Background: an optimization exercise with open tools, aiming at small area and a short achievable clock period. Do not read the settings as production practice. At most, simulation tests tie the RTL to the original design; equivalence was not proved. Power is estimated from default activity; no workload was simulated.

## harbor
Design r10k_sched, start of the top module:
module r10k_sched (
    input  logic        clk,
    input  logic        rst,           
    input  logic [7:0]  n_insts,       
    output logic [7:0]  prog_addr,     
    input  logic [31:0] prog_data0,    
    input  logic [31:0] prog_data1,    
    output logic [1:0]  status,        
    output logic [15:0] cycle,
    output logic [1:0]  fetch_v,
    output logic [15:0] fetch_idx,
    output logic [1:0]  decode_v,
    output logic [15:0] decode_idx,
    output logic [1:0]  dispatch_v,
    output logic [15:0] dispatch_idx,
    output logic [1:0]  issue_v,
    output logic [15:0] issue_idx,
    output logic [1:0]  execute_v,
    output logic [15:0] execute_idx,
    output logic [1:0]  complete_v,
    output logic [15:0] complete_idx,
    output logic [1:0]  retire_v,
    output logic [15:0] retire_idx
);
  localparam logic [1:0] ST_RUN = 2'd0, ST_DONE = 2'd1, ST_ABORT = 2'd2;
  localparam int DECW = 17;
  logic [7:0]             fp, nd, nr;
  logic [1:0]             fq_len, dq_len;
  logic [4:0]             rob_cnt;
  logic [4:0]             flc;                  
  logic [1:0][DECW-1:0]   fq, dq;
  logic [15:0]            rob_done, rob_dv;
  logic [15:0]            map_rdy;
  logic [3:0]             rs_busy, rs_iss, rs_w1, rs_w2;
  logic [3:0][3:0]        rs_t1, rs_t2, rs_d;
  logic [3:0][7:0]        rs_idx;
  logic [3:0]             rs_lat;               
  logic [1:0]             xq_len;
  logic [1:0][1:0]        xq_k;                 
  logic [1:0]             cq_len;
  logic [1:0][3:0]        cq_d;
  logic [1:0][7:0]        cq_idx;
  logic [1:0]             cq_lat;               
  logic [1:0]             cq_wait;
  logic [15:0]            cycle_r;
  logic [1:0]             status_r;
  logic [6:0][1:0]        ev_v;                 
  logic [1:0][7:0]        ev_cmp_idx;
  logic [1:0][1:0]        ev_iss_k;
  logic [3:0][3:0]        rs_slot;
  logic [1:0][3:0]        cq_slot;
  always_comb begin
  ...
For scale: roughly 2,400 cells after synthesis, roughly 410 flip-flops, roughly 230 I/O pins.
export LEC_CHECK = 0
export CAP_MARGIN = 20
export CORE_MARGIN = 2
export CORE_UTILIZATION = 40
export SLEW_MARGIN = 20
create_clock -name core_clock -period 11.0 [get_ports {clk}]
standard.sh (not shown) runs the stock make flow with config.mk's settings and CLKGATE_MAP_FILE= SYNTH_SCRIPT=/design/flow/synth_recipe.tcl, a recipe that flattens the netlist after the stock synthesis.
==> flow/flow/run.sh <==
#!/bin/bash
# The standard layout (the standard.sh, standard synthesis unchanged), with two changes to
# how the layout is optimised, not to what it is measured against:
#  - the port buffers are plain buffers (buf_2) instead of the default delay-style cell;
#  - the setup repair aims for more slack than the standard margin, and may change a cell's
#    footprint when it resizes.
# make's full output goes to flow.log here; ORFS's per-step logs stay under orfs/logs.
set -euo pipefail
bash standard.sh "BUFFER_PORTS_ARGS=-buffer_cell sky130_fd_sc_hd__buf_2" \
  SETUP_SLACK_MARGIN=6.5 MATCH_CELL_FOOTPRINT=0 finish > flow.log 2>&1
Relative to harbor, the following input files were edited for zinc:
diff --git a/flow/design.v b/flow/design.v
--- a/flow/design.v
+++ b/flow/design.v
@@ -41,17 +41,16 @@
   logic [1:0][3:0]        cq_d;
   logic [1:0][7:0]        cq_idx;
   logic [1:0]             cq_lat;               
   logic [1:0]             cq_wait;
   logic [15:0]            cycle_r;
   logic [1:0]             status_r;
   logic [6:0][1:0]        ev_v;                 
   logic [1:0][7:0]        ev_cmp_idx;
-  logic [1:0][1:0]        ev_iss_k;
   logic [3:0][3:0]        rs_slot;
   logic [1:0][3:0]        cq_slot;
   always_comb begin
     for (int q = 0; q < 4; q++) rs_slot[q] = rs_idx[q][3:0];
     for (int j = 0; j < 2; j++) cq_slot[j] = cq_idx[j][3:0];
   end
   logic [3:0][1:0][7:0]   ev_io_idx;            
   wire run = (status_r == ST_RUN);
@@ -331,30 +330,29 @@
       cq_idx[1] <= ex_idx0;      cq_wait[1] <= xq_k[0][1];
       cq_d[1] <= rs_d[xq_k[0]];  cq_lat[1] <= rs_lat_k[xq_k[0]];
     end else begin
       cq_idx[1] <= ex_idx1;      cq_wait[1] <= xq_k[1][1];
       cq_d[1] <= rs_d[xq_k[1]];  cq_lat[1] <= rs_lat_k[xq_k[1]];
     end
     ev_cmp_idx[0] <= c0 ? cq_idx[0] : cq_idx[1];
     ev_cmp_idx[1] <= cq_idx[1];
-    ev_iss_k[0] <= sel0;
-    ev_iss_k[1] <= sel1;
     ev_io_idx[0] <= {fp1, fp};
     ev_io_idx[1] <= dq_len[1] ? {nd + 8'd3, nd2} : dq_len[0] ? {nd2, nd1} : {nd1, nd};
     ev_io_idx[2] <= {nd1, nd};
     ev_io_idx[3] <= {nr1, nr};
   end
+  wire [1:0] iss_k0   = (xq_len[1] && ev_v[3] == 2'b01) ? xq_k[1] : xq_k[0];
   wire [7:0] exe_idx0 = (cq_len[1] && ev_v[4] == 2'b01) ? cq_idx[1] : cq_idx[0];
   assign prog_addr = fp;
   assign status    = status_r;
   assign cycle     = cycle_r;
   assign fetch_v    = ev_v[0];  assign fetch_idx    = ev_io_idx[0];
   assign decode_v   = ev_v[1];  assign decode_idx   = ev_io_idx[1];
   assign dispatch_v = ev_v[2];  assign dispatch_idx = ev_io_idx[2];
   assign issue_v    = ev_v[3];
-  assign issue_idx  = {rs_idx[ev_iss_k[1]], rs_idx[ev_iss_k[0]]};
+  assign issue_idx  = {rs_idx[xq_k[1]], rs_idx[iss_k0]};
   assign execute_v  = ev_v[4];
   assign execute_idx  = {cq_idx[1], exe_idx0};
   assign complete_v = ev_v[5];
   assign complete_idx = ev_cmp_idx;
   assign retire_v   = ev_v[6];  assign retire_idx   = ev_io_idx[3];
 endmodule
Results
Taking harbor as the reference, in zinc worst voltage drop across the vdd grid moved up; cell area after technology mapping lost 0.30%.
zinc gives more share of total power in combinational logic than harbor did.
zinc vs harbor — share of the cycle needed by the critical path after routing rose 0.56 points.
On zinc: sequential cell fraction of total power is 2.5 points lower than what harbor gave.
From harbor to zinc the numbers moved as follows: final area higher; per-cell via count in the routed design shows an increase of about 1%; fraction of standard cell area in multi-input logic saw a decrease; number of hold-slack violations in the final timing report roughly the same.
Routed wire length for zinc: about 3% up relative to harbor
Looking only at post-CTS resize count, and setting everything else aside, the higher value of zinc and harbor goes to zinc.
Function not checked in harbor: the RTL went through the layout flow alone.

-- what the ideal ports hide --
The flow's constraints put no driver on any port. The routed layouts listed below were extracted and timed again, unchanged, in two steps. Step 1 sets driving cells, clkbuf_16 on the clock port and buf_2 on the other inputs (assumed; they add their load-dependent delay and slew). Step 2 times the ports against the registers' clock, not the clock port: input delays grow and output delays shrink by t, the midpoint of the rising clock arrivals with the driver on. Three values: no drivers, after step 1, after step 2; two values: the first two.
run	shift t [ns]	setup slack, ns	worst slew at a driven data input, ns
harbor	0.643	6.525 / 6.525 / 5.992	0.04
zinc	0.639	6.463 / 6.406 / 6.135	0.05
After both steps every run listed still meets setup and hold. The setup slack of harbor, which loses most, moves by 0.000 ns with the drivers and by -0.533 ns with both steps.
